Background: an optimization exercise with open tools, aiming at small area and few clock cycles. Do not read the settings as production practice.
Only simulation tests tie the RTL to the original design; equivalence was not proved.
The clock port is modelled as an ideal driver; clocking choices that lean on that would not hold on a real chip.
Power figures rest on the tool's default switching activity, not on a simulated workload.

Design dr1363_encoder, start of the top module:
module dr1363_encoder (
    input  wire        clk,
    input  wire        rst,         
    input  wire        cmd_valid,
    output wire        cmd_ready,
    input  wire [7:0]  cmd_addr,
    input  wire [7:0]  cmd_cid1,
    input  wire [7:0]  cmd_cid2,
    input  wire [11:0] cmd_len,
    input  wire        info_valid,
    output wire        info_ready,
    input  wire [7:0]  info_data,
    output wire        out_valid,
    input  wire        out_ready,
    output reg  [7:0]  out_data,
    output wire        out_last,
    output reg         res_valid,
    output wire [7:0]  res_code,
    output wire [7:0]  res_info
);
Settings: LEC_CHECK=0, CAP_MARGIN=20, CORE_MARGIN=2, CORE_UTILIZATION=55, PLACE_DENSITY=0.6, SLEW_MARGIN=20; clock period 8.0 ns.
standard.sh (not shown) runs the stock make flow with config.mk's settings and CLKGATE_MAP_FILE= SYNTH_SCRIPT=/design/flow/synth_recipe.tcl, a recipe that flattens the netlist after the stock synthesis.
==> flow/flow/run.sh <==
#!/bin/bash
# Standard synthesis, then the gates between the flip-flops re-mapped for area
# (flip-flops untouched); the standard layout with small port buffers, except
# that the clock tree is built by flow/cts.tcl (root buffer + four leaf
# buffers). Each tool's output goes to a log file here.
set -euo pipefail
W=$(pwd)
R=$W/orfs/results/$FLOW_PLATFORM/dr1363_encoder/base
LIB=$FLOW_HOME/platforms/$FLOW_PLATFORM/lib/sky130_fd_sc_hd__tt_025C_1v80.lib
YOSYS=$(dirname "$FLOW_HOME")/tools/install/yosys/bin/yosys
OPENROAD=$(dirname "$FLOW_HOME")/tools/install/OpenROAD/bin/openroad
[ -x "$OPENROAD" ] || OPENROAD=$(command -v openroad)
VARS=("BUFFER_PORTS_ARGS=-buffer_cell sky130_fd_sc_hd__buf_1" "SKIP_REPAIR_TIE_FANOUT=1" "GPL_TIMING_DRIVEN=0" "REMOVE_ABC_BUFFERS=1")

bash standard.sh "$R/1_2_yosys.v" > "$W/flow_synth.log" 2>&1
cp "$R/1_2_yosys.v" "$W/1_2_yosys_standard.v"

# flip-flop cells of the standard netlist
KEEP=$(grep -oE 'sky130_fd_sc_hd__[a-z0-9]*df[a-z0-9]*_[0-9]+' "$W/1_2_yosys_standard.v" | sort -u | tr '\n' ' ')
RS_LIB=$LIB RS_TOP=$FLOW_TOP RS_IN="$W/1_2_yosys_standard.v" RS_OUT="$W/1_2_yosys_resynth.v" \
RS_KEEP="$KEEP" RS_DONTUSE="$(tr '\n' ' ' < "$W/flow/dont_use.txt")" \
RS_SCRIPT="+strash;&get,-n;&deepsyn,-T,300,-S,1;&dch,-f;&nf,-R,1000;&put;topo;dnsize" \
  "$YOSYS" -c "$W/flow/resynth.tcl" > "$W/flow_resynth.log" 2>&1
cp "$W/1_2_yosys_resynth.v" "$R/1_2_yosys.v"
touch "$R/1_2_yosys.v"

bash standard.sh "$R/3_place.odb" "$R/3_place.sdc" "${VARS[@]}" > "$W/flow_place.log" 2>&1

RES=$R "$OPENROAD" -no_init -exit "$W/flow/cts.tcl" > "$W/flow_cts.log" 2>&1

bash standard.sh finish "${VARS[@]}" > "$W/flow_make.log" 2>&1
==> flow/flow/resynth.tcl <==
# Re-map the combinational logic of the standard synthesis netlist for area.
# The flip-flops are kept as they are (same instances, names and cells); only
# the gates between them are re-mapped by ABC.
set lib $::env(RS_LIB)
yosys read_liberty -overwrite -setattr liberty_cell -ignore_miss_func $lib
yosys read_verilog -overwrite $::env(RS_IN)
yosys hierarchy -top $::env(RS_TOP)
foreach c $::env(RS_KEEP) { yosys blackbox $c }
yosys flatten
yosys opt_clean -purge
yosys opt -fast
set du {}
foreach c $::env(RS_DONTUSE) { lappend du -dont_use $c }
yosys abc -liberty $lib {*}$du -script $::env(RS_SCRIPT)
yosys opt_clean -purge
yosys hilomap -singleton -hicell sky130_fd_sc_hd__conb_1 HI -locell sky130_fd_sc_hd__conb_1 LO
yosys splitnets
yosys insbuf -buf sky130_fd_sc_hd__buf_4 A X
yosys opt_clean -purge
yosys stat -liberty $lib
yosys write_verilog -noattr -noexpr -nohex -nodec $::env(RS_OUT)
Other scripts of this flow, unchanged in this note and not shown: flow/flow/cts.tcl, flow/flow/dont_use.txt
The starting point finished with timing, DRC and antenna clean.
Testbench counts at the start, summed over its fixed seeds: cycles 175,333.
Change:
--- a/flow/flow/run.sh
+++ b/flow/flow/run.sh
@@ -12,3 +12,3 @@
 [ -x "$OPENROAD" ] || OPENROAD=$(command -v openroad)
-VARS=("BUFFER_PORTS_ARGS=-buffer_cell sky130_fd_sc_hd__buf_1" "SKIP_REPAIR_TIE_FANOUT=1" "GPL_TIMING_DRIVEN=0" "REMOVE_ABC_BUFFERS=1")
+VARS=("BUFFER_PORTS_ARGS=-buffer_cell sky130_fd_sc_hd__buf_1" "SKIP_REPAIR_TIE_FANOUT=1")
 
@@ -21,3 +21,3 @@
 RS_KEEP="$KEEP" RS_DONTUSE="$(tr '\n' ' ' < "$W/flow/dont_use.txt")" \
-RS_SCRIPT="+strash;&get,-n;&deepsyn,-T,300,-S,1;&dch,-f;&nf,-R,1000;&put;topo;dnsize" \
+RS_SCRIPT="+strash;&get,-n;&deepsyn,-T,180,-S,1;&dch,-f;&nf,-R,1000;&put;topo;dnsize" \
   "$YOSYS" -c "$W/flow/resynth.tcl" > "$W/flow_resynth.log" 2>&1
Result: Cell area increases by about 0.9%; via count stays flat; maximum frequency increases by 20%.
Change:
--- a/flow/flow/run.sh
+++ b/flow/flow/run.sh
@@ -12,3 +12,3 @@
 [ -x "$OPENROAD" ] || OPENROAD=$(command -v openroad)
-VARS=("BUFFER_PORTS_ARGS=-buffer_cell sky130_fd_sc_hd__buf_1" "SKIP_REPAIR_TIE_FANOUT=1")
+VARS=("BUFFER_PORTS_ARGS=-buffer_cell sky130_fd_sc_hd__buf_1")
 
--- a/flow/config.mk
+++ b/flow/config.mk
@@ -9,3 +9,3 @@
 export CORE_MARGIN = 2
-export CORE_UTILIZATION = 55
+export CORE_UTILIZATION = 40
 export PLACE_DENSITY = 0.6
What happened:
- cell count is higher by 7.3%
- synthesized cell count does not change
- design area is higher by 1.8%
- routed wire length is higher by 4.7%
- worst setup slack is worse by 0.18 ns
- total power is higher by 0.35%
- sequential power is higher by about 2%
- clock power barely changes
- die area is higher by 36%
- core utilization is lower by 16 points


Setup of oak:
Another version of the RTL of dr1363_encoder (not shown whole).
For scale: ~410 cells after synthesis, about 78 I/O pins, about 3300 sq um of cells after synthesis.
// dr1363_encoder
module dr1363_encoder (
    input  wire        clk,
    input  wire        rst,         
    input  wire        cmd_valid,
    output wire        cmd_ready,
    input  wire [7:0]  cmd_addr,
    input  wire [7:0]  cmd_cid1,
    input  wire [7:0]  cmd_cid2,
    input  wire [11:0] cmd_len,
    input  wire        info_valid,
    output wire        info_ready,
    input  wire [7:0]  info_data,
    output wire        out_valid,
    input  wire        out_ready,
    output reg  [7:0]  out_data,
    output wire        out_last,
    output reg         res_valid,
    output wire [7:0]  res_code,
    output wire [7:0]  res_info
);
export LEC_CHECK = 0
export CAP_MARGIN = 20
export CORE_MARGIN = 2
export CORE_UTILIZATION = 55
export PLACE_DENSITY = 0.6
export SLEW_MARGIN = 20
create_clock -name core_clock -period 8.0 [get_ports {clk}]
==> flow/flow/run.sh <==
#!/bin/bash
# Standard synthesis, then the gates between the flip-flops re-mapped for area
# (flip-flops untouched); the standard layout with small port buffers, except
# that the clock tree is built by flow/cts.tcl (four leaf
# buffers). Each tool's output goes to a log file here.
set -euo pipefail
W=$(pwd)
R=$W/orfs/results/$FLOW_PLATFORM/dr1363_encoder/base
LIB=$FLOW_HOME/platforms/$FLOW_PLATFORM/lib/sky130_fd_sc_hd__tt_025C_1v80.lib
YOSYS=$(dirname "$FLOW_HOME")/tools/install/yosys/bin/yosys
OPENROAD=$(dirname "$FLOW_HOME")/tools/install/OpenROAD/bin/openroad
[ -x "$OPENROAD" ] || OPENROAD=$(command -v openroad)
VARS=("BUFFER_PORTS_ARGS=-buffer_cell sky130_fd_sc_hd__buf_1" "SKIP_REPAIR_TIE_FANOUT=1" "GPL_TIMING_DRIVEN=0" "REMOVE_ABC_BUFFERS=1")

bash standard.sh "$R/1_2_yosys.v" > "$W/flow_synth.log" 2>&1
cp "$R/1_2_yosys.v" "$W/1_2_yosys_standard.v"

# flip-flop cells of the standard netlist
KEEP=$(grep -oE 'sky130_fd_sc_hd__[a-z0-9]*df[a-z0-9]*_[0-9]+' "$W/1_2_yosys_standard.v" | sort -u | tr '\n' ' ')
RS_LIB=$LIB RS_TOP=$FLOW_TOP RS_IN="$W/1_2_yosys_standard.v" RS_OUT="$W/1_2_yosys_resynth.v" \
RS_KEEP="$KEEP" RS_DONTUSE="$(tr '\n' ' ' < "$W/flow/dont_use.txt")" \
RS_SCRIPT="+strash;&get,-n;&deepsyn,-J,1000,-S,1,-T,900;&dch,-f;&nf,-R,1000;&put;topo;dnsize" \
  "$YOSYS" -c "$W/flow/resynth.tcl" > "$W/flow_resynth.log" 2>&1
cp "$W/1_2_yosys_resynth.v" "$R/1_2_yosys.v"
touch "$R/1_2_yosys.v"

bash standard.sh "$R/3_place.odb" "$R/3_place.sdc" "${VARS[@]}" > "$W/flow_place.log" 2>&1

RES=$R "$OPENROAD" -no_init -exit "$W/flow/cts.tcl" > "$W/flow_cts.log" 2>&1

bash standard.sh finish "${VARS[@]}" > "$W/flow_make.log" 2>&1
==> flow/flow/cts.tcl <==
# A small clock tree in place of ORFS's CTS step: the register clock pins are
# split into four groups by position (median cuts), each group gets one
# clkbuf_8 at its centroid, and the clock port drives the four (the port feeds
# four cell pins). Every register sees the same one buffer level.
set pdir $::env(FLOW_HOME)/platforms/$::env(FLOW_PLATFORM)
set R $::env(RES)
read_lef $pdir/lef/sky130_fd_sc_hd.tlef
read_lef $pdir/lef/sky130_fd_sc_hd_merged.lef
read_liberty $pdir/lib/sky130_fd_sc_hd__tt_025C_1v80.lib
read_db $R/3_place.odb
read_sdc $R/3_place.sdc
source $pdir/setRC.tcl

proc mycts_build {leaf_cell root_cell nl} {
  set block [ord::get_db_block]
  set dbu [$block getDbUnitsPerMicron]
  set pts {}
  foreach it [[$block findNet clk] getITerms] {
    set inst [$it getInst]
    set bb [$inst getBBox]
    lappend pts [list [expr {([$bb xMin] + [$bb xMax]) / 2}] [expr {([$bb yMin] + [$bb yMax]) / 2}] "[$inst getName]/[[$it getMTerm] getName]"]
  }
  set groups [list $pts]
  set dir 0
  while {[llength $groups] < $nl} {
    set ng {}
    foreach g $groups {
      set s [lsort -integer -index $dir $g]
      set h [expr {[llength $s] / 2}]
      lappend ng [lrange $s 0 [expr {$h - 1}]] [lrange $s $h end]
    }
    set groups $ng
    set dir [expr {1 - $dir}]
  }
  set k 0
  set cxs 0
  set cys 0
  foreach g $groups {
    set xs 0
    set ys 0
    set pins {}
    foreach p $g {
      set xs [expr {$xs + [lindex $p 0]}]
      set ys [expr {$ys + [lindex $p 1]}]
      lappend pins [get_pins [lindex $p 2]]
    }
    set cx [expr {double($xs) / [llength $g] / $dbu}]
    set cy [expr {double($ys) / [llength $g] / $dbu}]
    set cxs [expr {$cxs + $cx}]
    set cys [expr {$cys + $cy}]
    insert_buffer -buffer_cell $leaf_cell -net clk -load_pins $pins -location [list $cx $cy] \
      -buffer_name clkbuf_leaf_$k -net_name clknet_leaf_$k
    incr k
  }
  if {$root_cell ne ""} {
    insert_buffer -buffer_cell $root_cell -net clk -location [list [expr {$cxs / $k}] [expr {$cys / $k}]] \
      -buffer_name clkbuf_root -net_name clknet_root
  }
}

mycts_build sky130_fd_sc_hd__clkbuf_8 "" 4
# the nets of the tree are clock nets
foreach inst [[ord::get_db_block] getInsts] {
  if {![string match clkbuf_leaf_* [$inst getName]] && ![string match clkbuf_root* [$inst getName]]} { continue }
  foreach it [$inst getITerms] {
    set n [$it getNet]
    if {$n ne "NULL"} { $n setSigType CLOCK }
  }
}
detailed_placement
check_placement -verbose
set_propagated_clock [all_clocks]
estimate_parasitics -placement
report_clock_skew
report_worst_slack -min
report_worst_slack -max
write_db $R/4_1_cts.odb
write_sdc -no_timestamp $R/4_cts.sdc
Scripts as last shown in full above: flow/flow/resynth.tcl
Other scripts of this flow, unchanged in this note and not shown: flow/flow/dont_use.txt
Testbench counts of oak, summed over its fixed seeds: cycles 175,333.
#### Input delta (pine over oak)
diff --git a/flow/flow/run.sh b/flow/flow/run.sh
--- a/flow/flow/run.sh
+++ b/flow/flow/run.sh
@@ -3,3 +3,3 @@
 # (flip-flops untouched); the standard layout with small port buffers, except
-# that the clock tree is built by flow/cts.tcl (four leaf
+# that the clock tree is built by flow/cts.tcl (root buffer + four leaf
 # buffers). Each tool's output goes to a log file here.
diff --git a/flow/flow/cts.tcl b/flow/flow/cts.tcl
--- a/flow/flow/cts.tcl
+++ b/flow/flow/cts.tcl
@@ -2,4 +2,4 @@
 # split into four groups by position (median cuts), each group gets one
-# clkbuf_8 at its centroid, and the clock port drives the four (the port feeds
-# four cell pins). Every register sees the same one buffer level.
+# clkbuf_8 at its centroid, and one root clkbuf_4 on the clock port drives the
+# four. Every register sees the same two buffer levels.
 set pdir $::env(FLOW_HOME)/platforms/$::env(FLOW_PLATFORM)
@@ -54,9 +54,7 @@
   }
-  if {$root_cell ne ""} {
-    insert_buffer -buffer_cell $root_cell -net clk -location [list [expr {$cxs / $k}] [expr {$cys / $k}]] \
-      -buffer_name clkbuf_root -net_name clknet_root
-  }
+  insert_buffer -buffer_cell $root_cell -net clk -location [list [expr {$cxs / $k}] [expr {$cys / $k}]] \
+    -buffer_name clkbuf_root -net_name clknet_root
 }
 
-mycts_build sky130_fd_sc_hd__clkbuf_8 "" 4
+mycts_build sky130_fd_sc_hd__clkbuf_8 sky130_fd_sc_hd__clkbuf_4 4
 # the nets of the tree are clock nets
--- outcome ---
- Comparing oak against pine, there is no change at all in count of flip-flops and latches.
- Area growth from synthesis to layout came out higher on pine than on oak.
- Taking oak as the reference, in pine wire length went up, clock network latency to the later pin of the worst-skew pair went up, fraction of power consumed by sequential logic went down.


Another version of the RTL of dr1363_encoder (not shown whole).
Size in the first run: about 400 cells after synthesis, ~78 I/O pins.
Settings: LEC_CHECK=0, CAP_MARGIN=20, CORE_MARGIN=2, CORE_UTILIZATION=40, PLACE_DENSITY=0.6, SLEW_MARGIN=20; clock period 8.0 ns.
==> flow/flow/run.sh <==
#!/bin/bash
# The standard layout, with small port buffers and no dummy clock loads.
set -euo pipefail
here=$(pwd)
bash standard.sh finish \
  "BUFFER_PORTS_ARGS=-buffer_cell sky130_fd_sc_hd__buf_1" \
  "CTS_ARGS=-sink_clustering_enable -repair_clock_nets -dont_use_dummy_load" \
  > "$here/flow_make.log" 2>&1
The first run finished with timing, DRC and antenna clean.
Testbench counts at the start, summed over its fixed seeds: cycles 175,333.
==> next run, changes <==
==> flow/run.sh (new file) <==
#!/bin/bash
# synth_recipe.tcl (not shown) runs the flow's synth.tcl, then flattens the netlist and writes it again
# the make line also repeats each setting of config.mk as NAME=value (left out here)
make -C /OpenROAD-flow-scripts/flow DESIGN_CONFIG=/design/flow/config.mk WORK_HOME=/design/flow/orfs CLKGATE_MAP_FILE= SYNTH_SCRIPT=/design/flow/synth_recipe.tcl finish
removed: flow/flow/run.sh
removed: flow/standard.sh
Effect: Cell count is higher by 0.34%. Power goes up by 6.6%. Worst setup slack got worse by 0.067 ns. Via count went up by 1.6%.
==> next run, changes <==
CTS_BUF_LIST = sky130_fd_sc_hd__clkbuf_4   (was not set)
CTS_CLUSTER_DIAMETER = 150   (was not set)
CTS_CLUSTER_SIZE = 40   (was not set)
Outcome:
- via count rises by about 1.2%
- worst setup slack gets worse by 0.019 ns
- hold slack gets better by 0.0048 ns
- core utilization falls by 0.44 points
- sequential share of layout area rises by 0.30 points
- global-route usage falls by 0.21 points
- cell count barely changes
- total power falls by about 3%
- wire length stays flat

[what the ideal ports hide]
No port has a modelled driver above. Below, the same layouts with a new extraction and two added sets of constraints. Step 1 assumes that a clkbuf_16 drives the clock port and a buf_2 every other input. Step 2 also shifts input and output timing later by t, the mid clock arrival at the registers, as if the neighbouring blocks saw the same clock. Three values: ideal, step 1, step 2; two values: the first two.
run	t, ns	slack for setup (ns)	worst hold slack (ns)
the first run of note 1	0.392	0.647 / 0.647 / 0.647	0.484 / 0.484 / 0.484
the second run of note 1	0.396	1.878 / 1.878 / 1.878	0.507 / 0.507 / 0.507
the third run of note 1	0.409	1.698 / 1.698 / 1.698	0.515 / 0.515 / 0.515
oak	0.216	0.800 / 0.800 / 0.800	0.482 / 0.482 / 0.482
pine	0.406	0.808 / 0.808 / 0.808	0.478 / 0.478 / 0.478
the first run of note 3	0.365	0.447 / 0.447 / 0.447	0.526 / 0.526 / 0.526
the second run of note 3	0.379	0.379 / 0.379 / 0.379	0.519 / 0.519 / 0.519
the third run of note 3	0.437	0.360 / 0.360 / 0.360	0.524 / 0.524 / 0.524
After both steps setup and hold are still met in every run listed.
